Context: an optimization exercise on an open-source flow, tuned for small area, a short achievable clock period and few clock cycles. The choices shown serve that exercise and are no tape-out recipe.
Only simulation tests tie the RTL to the original design; equivalence was not proved.
Power is estimated from default activity; no workload was simulated.

--- design/flow/run.sh ---
#!/bin/bash
# synth_recipe.tcl (not shown) runs the flow's synth.tcl, then flattens the netlist and writes it again
# the make line also repeats each setting of config.mk as NAME=value (left out here)
make -C /OpenROAD-flow-scripts/flow DESIGN_CONFIG=/design/flow/config.mk WORK_HOME=/design/flow/orfs CLKGATE_MAP_FILE= SYNTH_SCRIPT=/design/flow/synth_recipe.tcl finish
--- design/flow/constraint.sdc ---
create_clock -name core_clock -period 15.0 [get_ports {sys_clk}]
set_input_delay 3.0000 -clock core_clock [delete_from_list [all_inputs] [get_ports {sys_clk}]]
set_output_delay 3.0000 -clock core_clock [all_outputs]
set_load 0.01 [all_outputs]
--- design/flow/config.mk ---
export PLATFORM = sky130hd
export DESIGN_NAME = cic_core
export DESIGN_NICKNAME = cic_core
export VERILOG_FILES = /design/flow/design.v
export SDC_FILE = /design/flow/constraint.sdc
export NUM_CORES = 4
export LEC_CHECK = 0
export CAP_MARGIN = 20
export CORE_MARGIN = 2
export CORE_UTILIZATION = 40
export SLEW_MARGIN = 20
--- design/flow/design.v ---
module cic_core (
    input  wire sys_clk,
    input  wire block_rst,       
    input  wire dclk_in,         
    input  wire dio_in,          
    input  wire reset_held,      
    input  wire cancel,          
    output reg  dio_drive_low,   
    output wire terminated,      
    output wire busy             
);
    localparam [3:0]   HS_NIBBLE = 4'h1;                  
    localparam [7:0]   SEED      = 8'h3F;
    localparam [47:0]  CHECKSUM  = 48'hA536C0F1D859;      
    localparam [127:0] RAM_INIT  = 128'hE09A185A13E10DEC0B14F8B57CD61E98;  
    localparam [4:0]
        ST_WAIT    = 5'd0,    
        ST_TERM    = 5'd1,    
        T_HS       = 5'd2,    
        C_SEED_LD  = 5'd3,    
        C_ENC_LD   = 5'd4,    
        C_ENC_STEP = 5'd5,    
        T_SEED     = 5'd6,    
        C_CK_LD    = 5'd7,    
        T_SYNC     = 5'd8,    
        T_CKBLK    = 5'd9,    
        C_RAMINIT  = 5'd10,   
        T_DRAIN    = 5'd11,   
        T_CMD      = 5'd12,   
        C_CR_LD    = 5'd13,   
        C_CR_P1    = 5'd14,
        C_CR_P2    = 5'd15,
        C_CR_P3    = 5'd16,
        C_CR_P4    = 5'd17,
        C_CR_P5    = 5'd18,
        C_CR_P6    = 5'd19,
        C_CR_SWEEP = 5'd20,
        C_CR_END   = 5'd21,   
        T_CMPR     = 5'd22,   
        T_CMPW     = 5'd23,   
        T_VMARK    = 5'd24,   
        T_VRD      = 5'd25,   
        C_VAR      = 5'd26,   
        T_VSYNC    = 5'd27,   
        T_VWR      = 5'd28,   
        T_RACK     = 5'd29;   
    reg [4:0] st;
    reg [3:0] sm [0:31];      
    reg [3:0] vm [0:29];      
    reg       ch_wait_act;    
    reg       ch_rbit;        
    reg [1:0] bitn;           
    reg [4:0] idx;            
    reg [3:0] nib;            
    reg       cmd_hi;         
    reg [4:0] ram_ptr;        
    reg       enc_ck;         
    reg [1:0] enc_left;       
    reg [4:0] enc_i;
    reg [3:0] enc_a;
    reg [3:0] cr_x;
    reg [3:0] cr_a;
    reg [3:0] cr_b;
    reg [1:0] cr_cnt;         
    reg [3:0] va_a;
    reg       va_carry;
    integer k;
    wire is_xfer = (st == T_HS)    || (st == T_SEED) || (st == T_SYNC)  ||
                   (st == T_CKBLK) || (st == T_DRAIN)|| (st == T_CMD)   ||
                   (st == T_CMPR)  || (st == T_CMPW) || (st == T_VMARK) ||
                   (st == T_VRD)   || (st == T_VSYNC)|| (st == T_VWR)   ||
                   (st == T_RACK);
    wire is_read = (st == T_DRAIN) || (st == T_CMD) || (st == T_CMPR) || (st == T_VRD);
    reg wbit;
    always @(*) begin
        case (st)
            T_HS:             wbit = HS_NIBBLE[3 - bitn];
            T_SEED, T_CKBLK:  wbit = sm[idx][3 - bitn];
            T_CMPW:           wbit = sm[ram_ptr][0];
            T_VMARK:          wbit = ~bitn[0];            
            T_VWR:            wbit = vm[idx][3 - bitn];
            default:          wbit = 1'b0;                
        endcase
    end
    wire [3:0] nib_new = {nib[2:0], ch_rbit};
    assign terminated = (st == ST_TERM);
    assign busy = !is_xfer && (st != ST_WAIT) && (st != ST_TERM);
    wire [3:0] enc_next = enc_a + 4'd1 + sm[enc_i];
    wire [4:0] cr_bi     = {1'b1, cr_b};
    wire [3:0] cr_mb     = sm[cr_bi];
    wire [3:0] cr_p1     = sm[17] + cr_x + 4'd1;
    wire [3:0] cr_p2     = cr_a + sm[18] + 4'd1;
    wire [4:0] cr_t3     = {1'b0, cr_a} + {1'b0, sm[19]} + 5'd1;
    wire [3:0] cr_add    = cr_a + cr_mb;
    wire [3:0] cr_p6     = cr_a[3] ? (cr_a + 4'd8) : (cr_a + 4'd8 + cr_mb);
    wire [3:0] cr_sweep  = cr_a + cr_mb + 4'd1;
    wire [3:0] cr_xdec   = cr_x - 4'd1;
    wire [3:0] va_v  = vm[idx];
    wire [4:0] va_1  = va_v[0] ? {1'b0, va_a} : ({1'b0, va_a} + 5'd8);
    wire [4:0] va_2  = va_1[1] ? va_1 : (va_1 + 5'd4);
    wire [3:0] va_3  = va_2[3:0] + va_v;                  
    wire [4:0] va_4  = va_carry ? {1'b0, va_3} : ({1'b0, va_3} + 5'd7);
    wire [3:0] va_5  = va_4[3:0] + va_3;
    wire [4:0] va_6  = {1'b0, va_5} + {1'b0, va_3} + {4'd0, va_carry};
    wire [3:0] va_7  = ~va_6[3:0];                        
    always @(posedge sys_clk) begin
        if (block_rst) begin
            st            <= ST_WAIT;
            dio_drive_low <= 1'b0;
            ch_wait_act   <= 1'b0;
            ch_rbit       <= 1'b0;
            bitn          <= 2'd0;
            idx           <= 5'd0;
            nib           <= 4'd0;
            cmd_hi        <= 1'b0;
            ram_ptr       <= 5'd0;
            enc_ck        <= 1'b0;
            enc_left      <= 2'd0;
            enc_i         <= 5'd0;
            enc_a         <= 4'd0;
            cr_x          <= 4'd0;
            cr_a          <= 4'd0;
            cr_b          <= 4'd0;
            cr_cnt        <= 2'd0;
            va_a          <= 4'd0;
            va_carry      <= 1'b0;
            for (k = 0; k < 32; k = k + 1) sm[k] <= 4'd0;
            for (k = 0; k < 30; k = k + 1) vm[k] <= 4'd0;
        end else if (st == ST_TERM) begin
            dio_drive_low <= 1'b0;
        end else if (cancel) begin
            st            <= ST_TERM;
            dio_drive_low <= 1'b0;
            ch_wait_act   <= 1'b0;
        end else if (is_xfer) begin
            if (!ch_wait_act) begin
                if (!dclk_in) begin
                    ch_wait_act <= 1'b1;
                    if (is_read)
                        ch_rbit <= dio_in;
                    else if (!wbit)
                        dio_drive_low <= 1'b1;
                end
            end else if (dclk_in) begin
                dio_drive_low <= 1'b0;
                ch_wait_act   <= 1'b0;
                case (st)
                    T_HS: begin
                        bitn <= bitn + 2'd1;
                        if (bitn == 2'd3) st <= C_SEED_LD;
                    end
                    T_SEED: begin
                        bitn <= bitn + 2'd1;
                        if (bitn == 2'd3) begin
                            idx <= idx + 5'd1;
                            if (idx == 5'd15) st <= C_CK_LD;
                        end
                    end
                    T_SYNC: begin
                        idx  <= 5'd0;
                        bitn <= 2'd0;
                        st   <= T_CKBLK;
                    end
                    T_CKBLK: begin
                        bitn <= bitn + 2'd1;
                        if (bitn == 2'd3) begin
                            idx <= idx + 5'd1;
                            if (idx == 5'd15) st <= C_RAMINIT;
                        end
                    end
                    T_DRAIN: begin
                        nib  <= nib_new;
                        bitn <= bitn + 2'd1;
                        if (bitn == 2'd3) begin
                            if (idx[0] == 1'b0) begin
                                sm[1] <= nib_new;
                                idx   <= 5'd1;
                            end else begin
                                sm[17] <= nib_new;
                                idx    <= 5'd0;
                                st     <= T_CMD;
                            end
                        end
                    end
                    T_CMD: begin
                        if (bitn == 2'd0) begin
                            cmd_hi <= ch_rbit;
                            bitn   <= 2'd1;
                        end else begin
                            bitn <= 2'd0;
                            case ({cmd_hi, ch_rbit})
                                2'b00: begin cr_cnt <= 2'd0; st <= C_CR_LD; end
                                2'b01: st <= ST_TERM;
                                2'b10: begin idx <= 5'd0; st <= T_VMARK; end
                                2'b11: st <= T_RACK;
                            endcase
                        end
                    end
                    T_CMPR: st <= T_CMPW;
                    T_CMPW: begin
                        ram_ptr <= ram_ptr + 5'd1;
                        if (ram_ptr[3:0] == 4'hF) st <= T_CMD;
                        else                     st <= T_CMPR;
                    end
                    T_VMARK: begin
                        bitn <= bitn + 2'd1;
                        if (bitn == 2'd3) begin
                            if (idx[0]) begin
                                idx <= 5'd0;
                                st  <= T_VRD;
                            end else begin
                                idx <= 5'd1;
                            end
                        end
                    end
                    T_VRD: begin
                        nib  <= nib_new;
                        bitn <= bitn + 2'd1;
                        if (bitn == 2'd3) begin
                            vm[idx] <= nib_new;
                            if (idx == 5'd29) begin
                                idx      <= 5'd0;
                                va_a     <= 4'd5;
                                va_carry <= 1'b1;
                                st       <= C_VAR;
                            end else begin
                                idx <= idx + 5'd1;
                            end
                        end
                    end
                    T_VSYNC: begin
                        idx  <= 5'd0;
                        bitn <= 2'd0;
                        st   <= T_VWR;
                    end
                    T_VWR: begin
                        bitn <= bitn + 2'd1;
                        if (bitn == 2'd3) begin
                            if (idx == 5'd29) begin
                                idx <= 5'd0;
                                st  <= T_CMD;
                            end else begin
                                idx <= idx + 5'd1;
                            end
                        end
                    end
                    T_RACK: st <= T_CMD;
                    default: st <= ST_TERM;
                endcase
            end
        end else begin
            case (st)
                ST_WAIT: begin
                    if (!reset_held) begin
                        bitn        <= 2'd0;
                        ch_wait_act <= 1'b0;
                        st          <= T_HS;
                    end
                end
                C_SEED_LD: begin
                    sm[10] <= 4'hB;
                    sm[11] <= 4'h5;
                    sm[12] <= SEED[7:4];
                    sm[13] <= SEED[3:0];
                    sm[14] <= SEED[7:4];
                    sm[15] <= SEED[3:0];
                    enc_ck   <= 1'b0;
                    enc_left <= 2'd1;
                    st       <= C_ENC_LD;
                end
                C_CK_LD: begin
                    for (k = 0; k < 12; k = k + 1)
                        sm[4 + k] <= CHECKSUM[47 - 4*k -: 4];
                    enc_ck   <= 1'b1;
                    enc_left <= 2'd3;
                    st       <= C_ENC_LD;
                end
                C_ENC_LD: begin
                    if (enc_ck) begin
                        enc_a <= sm[0];
                        enc_i <= 5'd1;
                    end else begin
                        enc_a <= sm[10];
                        enc_i <= 5'd11;
                    end
                    st <= C_ENC_STEP;
                end
                C_ENC_STEP: begin
                    sm[enc_i] <= enc_next;
                    enc_a     <= enc_next;
                    enc_i     <= enc_i + 5'd1;
                    if (enc_i[3:0] == 4'hF) begin
                        if (enc_left != 2'd0) begin
                            enc_left <= enc_left - 2'd1;
                            st       <= C_ENC_LD;
                        end else if (enc_ck) begin
                            st <= T_SYNC;
                        end else begin
                            idx  <= 5'd10;
                            bitn <= 2'd0;
                            st   <= T_SEED;
                        end
                    end
                end
                C_RAMINIT: begin
                    for (k = 0; k < 32; k = k + 1)
                        sm[k] <= RAM_INIT[127 - 4*k -: 4];
                    idx  <= 5'd0;
                    bitn <= 2'd0;
                    st   <= T_DRAIN;
                end
                C_CR_LD: begin
                    cr_x <= sm[31];
                    st   <= C_CR_P1;
                end
                C_CR_P1: begin                        
                    sm[17] <= cr_p1;
                    cr_a   <= cr_p1;
                    st     <= C_CR_P2;
                end
                C_CR_P2: begin                        
                    cr_a   <= sm[18];
                    sm[18] <= ~cr_p2;
                    st     <= C_CR_P3;
                end
                C_CR_P3: begin                        
                    if (!cr_t3[4]) begin
                        cr_a   <= sm[19];
                        sm[19] <= cr_t3[3:0];
                        cr_b   <= 4'd4;
                    end else begin
                        cr_a   <= cr_t3[3:0];
                        cr_b   <= 4'd3;
                    end
                    st <= C_CR_P4;
                end
                C_CR_P4: begin                        
                    sm[cr_bi] <= cr_add;
                    cr_a      <= cr_add;
                    cr_b      <= cr_b + 4'd1;
                    st        <= C_CR_P5;
                end
                C_CR_P5: begin                        
                    sm[cr_bi] <= cr_add;
                    cr_a      <= cr_mb;
                    cr_b      <= cr_b + 4'd1;
                    st        <= C_CR_P6;
                end
                C_CR_P6: begin                        
                    sm[cr_bi] <= cr_p6;
                    cr_a      <= cr_mb;
                    cr_b      <= cr_b + 4'd1;
                    st        <= C_CR_SWEEP;
                end
                C_CR_SWEEP: begin                     
                    sm[cr_bi] <= cr_sweep;
                    cr_a      <= cr_sweep;
                    cr_b      <= cr_b + 4'd1;
                    if (cr_b == 4'hF) begin
                        cr_x <= cr_xdec;
                        if (cr_xdec == 4'hF) begin
                            cr_cnt <= cr_cnt + 2'd1;
                            if (cr_cnt == 2'd2) st <= C_CR_END;
                            else                st <= C_CR_LD;
                        end else begin
                            st <= C_CR_P1;
                        end
                    end
                end
                C_CR_END: begin
                    ram_ptr <= {1'b1, (sm[23] == 4'd0) ? 4'd1 : sm[23]};
                    st      <= T_CMPR;
                end
                C_VAR: begin
                    vm[idx]  <= va_7;
                    va_a     <= va_7;
                    va_carry <= va_6[4];
                    if (idx == 5'd29) begin
                        idx <= 5'd0;
                        st  <= T_VSYNC;
                    end else begin
                        idx <= idx + 5'd1;
                    end
                end
                default: st <= ST_TERM;
            endcase
        end
    end
endmodule
==> run summary <==
[critical path, delay by kind of cell (launching register included)]
family                     cells  cell delay (ns)
and+or+nand+nor                4             0.85
buffers and inverters          6             1.50
muxes                          2             0.29
AOI/OAI and AO/OA              4             0.61
xor gates and xnor gates       1             0.33
adders and majority gates      4             1.53
DFF                            1             1.02
[placed cells by master, fill, tap and decap left out, types with 36 or more instances in the layout]
cell | synthesis | final
mux4_2 | 130 | 130
a21oi_1 | 95 | 90
o21ai_0 | 87 | 87
ha_1 | 45 | 45
clkbuf_16 | 0 | 36
nand2_1 | 173 | 172
edfxtp_1 | 256 | 256
nor2_1 | 175 | 175
inv_1 | 48 | 48
mux2i_1 | 49 | 48
dfxtp_1 | 74 | 69
nand3_1 | 36 | 36
nor3_1 | 115 | 115
[area by class of cell]
cell class / instances / area [µm²] / share of cell area [%]
Clock buffer: 43 / 937.1 / 4.343
Clock inverter: 20 / 181.4 / 0.8407
Sequential cell: 330 / 9180 / 42.54
Timing Repair Buffer: 41 / 329.1 / 1.525
Tap cell: 664 / 830.8 / 3.850
Inverter: 49 / 183.9 / 0.8523
Multi-Input combinational cell: 1273 / 9937 / 46.05
[cell families after synthesis]
kind of cell	after synthesis	synth area share (%)
simple gates	641	15.08
compound gates	356	11.49
flops	330	46.20
buf+inv	196	3.997
mux	191	18.13
fa+ha+maj	52	3.543
xor+xnor	33	1.551
[path summary, 6_finish.rpt]
path                     startpoint  slack, ns                 endpoint  cells after the start
max                        register       8.64  vm[21][3]$_SDFFCE_PN0P_                     21
min          cr_cnt[0]$_SDFFE_PP0P_       0.45   cr_cnt[0]$_SDFFE_PP0P_                      2
max reg2reg                register       8.64  vm[21][3]$_SDFFCE_PN0P_                     21
min reg2reg  cr_cnt[0]$_SDFFE_PP0P_       0.45   cr_cnt[0]$_SDFFE_PP0P_                      2
[routing by layer]
metal / vias up / share of wire (%) / wire [µm] / track usage, %
met2: 904 / 45 / 26850 / 36.00
li1: 6714 / - / - / -
met1: 7588 / 41 / 24630 / 33.43
met3: 149 / 11 / 6371 / 5.339
met5: - / 0.030 / 18 / 0
met4: 2 / 3.8 / 2308 / 9.380
[flip-flops by register name, indices dropped and copies added (netlist names), 4 cells and up, named ones only]
signal	cells
sm	128
ram_ptr	5
va_a	4
vm	128
enc_i	5
cr_x	4
enc_a	4
st	5
cr_a	4
idx	5
cr_b	4
[per-stage QoR]
step,std cells,power (µW)
after floorplan,1799,1191
after global placement,2356,1256
after detailed placement,2357,1259
after CTS,2420,2117
after global routing,2420,2174
final,2420,2112
[report_power, final]
group	internal [µW]	leakage, µW	total [µW]	switching [µW]
Sequential	1020	0.00309	1040	25.0
Clock	485	0.000546	866	381
Combinational	75.7	0.00337	203	127
[cells in the mapped netlist (all sizes together) (7+ instances only)]
master	n
edfxtp	256
nor2	175
nand2	173
mux4	133
nor3	116
clkbuf	112
a21oi	95
o21ai	94
dfxtp	74
inv	49
mux2i	49
ha	45
nand3	36
buf	35
nand2b	29
o21bai	26
xnor2	22
nor2b	21
o22ai	18
a211oi	16
a31oi	15
and2	14
nor4	14
nand4	12
or3	12
o211ai	11
or2	11
xor2	11
a221oi	10
mux2	9
a22oi	8
o31ai	8
a21o	7
and3	7
fa	7
nand3b	7
==> out/qor.txt <==
RSZ-0062 raised after global routing: false
GRT Resource Usage Total: 23.87%
Vias: 15360
Post-Synthesis Net Count: 1857
Largest net degree at the start of global routing: 70
IO buf count: 8
I/O pin count: 9
1st-iter DRT viols: 2094
Final worst-path cycle share: 42.41%
Fill count: 4545
Ys async rst share: 0%
Post-route cell area: 21580 µm²
Final hold viol count: 0
ANT nets after route: 0
Core Util, Final: 44.08%
Layout Nets: 1789
DR pass1 iterations: 6
Drt wl/cell: 24.87 µm
Clk slew on worst S/H paths: 0.06 ns
Worst hold path type: reg -> reg
CP Cell Sequence: inv_1, nand2_1, o22ai_1, a31oi_1, nand3_1, inv_1, fa_1, inv_1, ha_1, mux2i_1, inv_1, fa_1, inv_1, ha_1, o21ai_0, nand2b_1, a21oi_1, xor2_1, mux2i_4, buf_4, nor3_1
Post-CTS Setup Inserts: 0
Pwr per Cell Area: 97.88 nW/µm²
Status: complete, no violations
Post-DP HPWL: 41470 µm
Crit path required time: 15.36 ns
Mapped Area: 19850 µm²
Remaining DRCs: 0
# Max-Cap Violations: 0
Fin crit period: 6.362 ns
Slew margin rel.: 25.43%
Max Root-Sink Buffers: 3
Number of global-route vias before repair: 14690
Worst EP arrival: 6.72 ns
Clock sinks: 330
Area leader, netlist: edfxtp_1
Synth top area share: 38.74%
Die area: 51410 µm²
Max FO, Critical Path: 36
Main synth FF type: edfxtp_1
Max IR drop VDD: 0.06452 mV
RD Place Congestion: 0.9654
Crit-path max cell delay: 1.02 ns
Core area: 48950 µm²
Fin. max-slew vios: 0
Global-route wire length before repair: 92030 µm
Die Ht: 226.7 µm
Vias per cell: 6.346
Hold slack: 0.4532 ns
Rows: 81
Final setup margin: 8.638 ns
Yosys Warn Count: 1
Area growth syn-to-layout: 8.738%
Initial antenna violation count: 1
Synth cell types: 77
Place WS: 8.484 ns
Gate Count Post-Synth: 1799
Global route overflow: 0
Area contributors post-synth: edfxtp_1, mux4_2, dfxtp_1, nor2_1, nand2_1
Post-synth EDFFs: 256
Mean Syn Cell Area: 11.03 µm²
Cts repair resizes: 0
Cell mode on critical path: inv_1
Initial Utilization: 40.54%
Post-DP Area: 20450 µm²
Ant. Diodes: 0
Critical path type: reg -> reg
Htree depth: 2
Critical Path Sink Type: register
Worst path slowest cell: dfxtp_2
Worst-margin pin slew: 1.118 ns
Clk root buf: clkbuf_16
Yosys reg bits: 330
Share of layout cells above drive strength 1: 14.92%
Seq/Total Area, Yosys: 46.20%
Fmax: 157.2 MHz
CTS Buf Count: 36
TritonCTS clock tree: yes
Clock skew: 0.01655 ns
Cell leakage power: 0.007007 µW
# setup viols final: 0
Clk latency of the worst-skew pair: 0.55 ns
# hold bufs at CTS: 0
Total Routed Length: 60190 µm
Critical path launch point type: register
Total negative slack: 0 ns
Die width: 226.7 µm
Testbench counts, summed over its fixed seeds: cycles 210,112.

[what the ideal ports hide]
The flow's constraints put no driver on any port. The routed layout listed below was extracted and timed again, unchanged, in two steps.
Step 1 assumes that a clkbuf_16 drives the clock port and a buf_2 every other input.
Step 2 moves the port delays by t, midway between the first and last clock arrival at a register: inputs arrive t later, outputs are due t later. That takes back most of the time a late clock gives input paths.
a / b / c = ideal ports / drivers / drivers and shift; a / b = the first two.
shift t [ns]: 0.597
setup WS [ns]: 8.638 / 8.638 / 8.403
hold WS [ns]: 0.453 / 0.453 / 0.453
pins driven straight from the clock port: 1
After both steps this run still meets setup and hold. For this run, drivers alone change the setup slack by 0.000 ns; drivers and shift together by -0.235 ns.
